What follows belongs to an exercise in optimizing a design on an open flow for small area, a short achievable clock period and few clock cycles per item; a production flow would make more cautious choices.
The RTL was checked by simulation tests, not by an equivalence proof against the original design.

==> flow/design.v (outline; a module is shown in full before it is edited, if it fits) <==
// module swg_addsh: 17 lines
// module swg_pand: 20 lines
// module swg_mul53: 4453 lines
// module swg_gen: 1779 lines
module swg_gen (
    input  wire        clk,
    input  wire        rst,
    input  wire        start,
    input  wire [63:0] phase,
    input  wire [63:0] phase_step,
    input  wire [63:0] amplitude,
    input  wire [15:0] count,
    output wire        ready,
    output reg         sample_valid,
    output reg  [63:0] sample
);
  // ...
==> flow/run.sh <==
#!/bin/bash
# synth_recipe.tcl (not shown) runs the flow's synth.tcl, then flattens the netlist and writes it again
# the make line also repeats each setting of config.mk as NAME=value (left out here)
make -C /OpenROAD-flow-scripts/flow DESIGN_CONFIG=/design/flow/config.mk WORK_HOME=/design/flow/orfs CLKGATE_MAP_FILE= SYNTH_SCRIPT=/design/flow/synth_recipe.tcl finish
==> flow/config.mk <==
export PLATFORM = sky130hd
export DESIGN_NAME = swg_gen
export DESIGN_NICKNAME = swg_gen
export VERILOG_FILES = /design/flow/design.v
export SDC_FILE = /design/flow/constraint.sdc
export NUM_CORES = 8
export LEC_CHECK = 0
export CAP_MARGIN = 20
export CORE_MARGIN = 2
export CORE_UTILIZATION = 40
export PLACE_DENSITY = 0.6
export SLEW_MARGIN = 20
==> flow/constraint.sdc <==
create_clock -name core_clock -period 20.0 [get_ports {clk}]
set_input_delay 4.0000 -clock core_clock [delete_from_list [all_inputs] [get_ports {clk}]]
set_output_delay 4.0000 -clock core_clock [all_outputs]
set_load 0.01 [all_outputs]
==> results.toml, run 1 <==
[outcome]
status = "stopped before the end"
failing_step = "synthesis"
tool.error = "ERROR: TCL interpreter returned an error: Source files actually used in the design:"

[synth]
yosys_warnings = 1
Testbench counts, summed over its fixed seeds: cycles 25,240, items 24,000.
==> inputs of run 2 (changes only) <==
--- a/flow/config.mk
+++ b/flow/config.mk
@@ -11,2 +11,3 @@
 export PLACE_DENSITY = 0.6
 export SLEW_MARGIN = 20
+export SYNTH_MEMORY_MAX_BITS = 16384
==> run 2 against run 1 <==
  * The run now finishes clean
==> results.toml, run 2 <==
[synth]
synth-simple-area-share = 0.1544
synth_fa_ha_area_frac = 0.1500
syn-instance-count = 67689
syn-num-nets = 73962
synthArstFlopShare = 0
synth.area.mux_share = 0.02070
synth_compound_area_frac = 0.1810
synth_edf_count = 286
netlist_area_sq_um = 577300
synth_top_family_by_area = "XOR/XNOR gates"
yosysSeqAreaShare = 0.2628
synth_area_leaders = "dfxtp_1 25%, xnor2_1 13%, ha_1 10%"
avgSynthCellArea_sq_um = 8.529
ys.flop_type = "dfxtp_1"
yosysUniqueCellTypes = 128
synth_top_area_frac = 0.2479
synth_common_cells = "8283 x xnor2_1, 7149 x dfxtp_1, 4827 x nor2_1"
synth_xor_area_frac = 0.1918
yosys_warnings = 1
synth-seq-cells = 7435
synth.most_common_cell = "xnor2_1"
yosysTopAreaCell = "dfxtp_1"

[cts]
post_cts_buffers = 0
cts_tree = "done"
cts-resized-gates = 0
htree_levels = 6
clock_latency_ns = 1.28
cts_buffers = 819
cts_sinks = 7435
cts_buffer_depth = 5
holdBufCountCts = 0
clk_pin_slew_worst_paths_ns = 0.07
cts_root_buf = "clkbuf_16"

[timing]
fin_ws_ns = 6.365
tightest_slew_ns = 1.363
fin_crit_sh = 0.6817
period_needed_ns = 13.63
rsz0062_at_grt = "no"
fin_skew_ns = 0.1835
whs_ns = 0.2287
relSlewSlack = 0.09135
hold_viol = 0
slew_viol_final = 0
tns_ns = 0
fmax_mhz = 73.34
setup_viol = 0

[detailed_routing]
first_iter_violations = 38463
wl_mm = 1778
antenna_left = 0
drc = 0
num_vias = 477220
viasPerCell = 5.505
firstDrtPassIters = 7
routedWlPerCell_um = 20.51

[cells_and_area]
final_common_cell = "xnor2_1"
nets = 72947
area_growth_pct = 8.947
layout_common_cells = "8248 x xnor2_1, 7042 x dfxtp_1, 4812 x nor2_1, 4631 x ha_1, 4498 x a21oi_1"
drive_gt1_frac = 0.04869
fin_util = 0.4366
finish.instance_area_sq_um = 629000
final_cells = 86696
largest_register_ffs = 106
reg_top3 = "mra x106, mrb x105"
max_flop_register = "mra"

[setup_path]
max_stage_delay_ns = 0.64
critPathMaxFanout = 61
startpoint_type = "flip-flop"
path_common_cell = "fa_1"
cp-end-kind = "flip-flop"
required_ns = 20.97
crit_path_top_delay_cell = "buf_4"
critPathKind = "flip-flop to flip-flop"
r2r_slack_ns = 6.37
critPathArrivalTime_ns = 14.61

[global_routing]
grt_max_degree = 164
antenna_found_initial = 75
grtUsageTotal = 0.2342
first_global_vias = 455741
met3_usage = 0.03309
grt_busiest_layer = "met2"
overflow = 0
grtUsageMet2 = 0.3861
grt_use_met1 = 0.3074
grt_pass1_wl_mm = 2708

[flow_run]
max_cap_viol_count = 0

[floorplanning]
rows = 441
start_util = 0.4007
chipHeight_mm = 1.205
dieArea_sq_um = 1453000
coreArea_sq_um = 1441000
io-pin-count = 277
die_w_mm = 1.205

[place]
dpl_cell_area_sq_um = 600000
globalplace.congestion = 0.9810
placedCellCount = 85119
dp_hpwl_mm = 1367
io_buffers = 273
pre_cts_slack_ns = 6.592

[outcome]
status = "no timing/DRC/antenna violations"

[min_path]
hold_class = "flip-flop to flip-flop"
-- run 2: worst paths after layout --
path,from,to,depth (start not counted)
max reg2reg,xf4[60],cmp[42],49
min reg2reg,d16_16,d17_16,0
min,d16_16,d17_16,0
max,xf4[60],cmp[42],49
-- run 2: cells by family (layout without fill, tap and decap cells) --
kind of cell	Yosys count	count (layout)
AND/OR/NAND/NOR	18340	18340
other	0	62
buffers and inverters	6006	5681
flip-flops	7435	7435
AO/OA/AOI/OAI	16169	16169
XOR/XNOR	12594	12594
multiplexers	1078	1078
adder cells (fa/ha/maj)	6067	6067
-- run 2: worst max-delay path: cells and delay by family (launching register included) --
kind            cells  cell delay [ns]
simple gates       10             1.86
xor+xnor            2             0.49
flops               1             0.61
buf+inv             9             2.27
fa+ha+maj          11             4.67
compound gates     17             3.53
-- run 2: cell type report --
class / count / area, sq um
well taps: 19270 / 24110
inverters: 3220 / 12100
clock buffers: 1085 / 23120
fillers: 142534 / 811700
repair buffers: 950 / 7951
multi-input cells: 54248 / 404000
flip-flops and latches: 7435 / 152000
clock inverters: 426 / 5592
diodes: 62 / 155.1
-- run 2: routing by layer --
metal,routed length [um],share of wire,up-vias
li1,-,-,234828
met1,780200,0.44,224534
met2,801900,0.45,14032
met3,109900,0.062,3788
met4,85310,0.048,38
met5,462,0.00026,-

==> static timing again, ports no longer ideal <==
The results above use ideal ports. As a check the final layout listed here was re-extracted and re-timed, cells and wires unchanged.
Step 1, drivers: a clkbuf_16 drives clk and a buf_2 each remaining input, both assumed.
Step 2 moves the port delays by t, midway between the first and last clock arrival at a register: inputs arrive t later, outputs are due t later. That takes back most of the time a late clock gives input paths.
Slacks: ideal ports / drivers / drivers and shift; pairs: ideal ports / drivers.
run: run 2
t, ns: 1.357
slack for setup (ns): 6.365 / 6.365 / 6.365
clock arrival spread, ns: 0.192 / 0.191
worst register clock-pin slew, ns: 0.08 / 0.08
After both steps setup and hold are still met in run 2. For run 2, drivers alone change the setup slack by 0.000 ns; drivers and shift together by 0.000 ns.
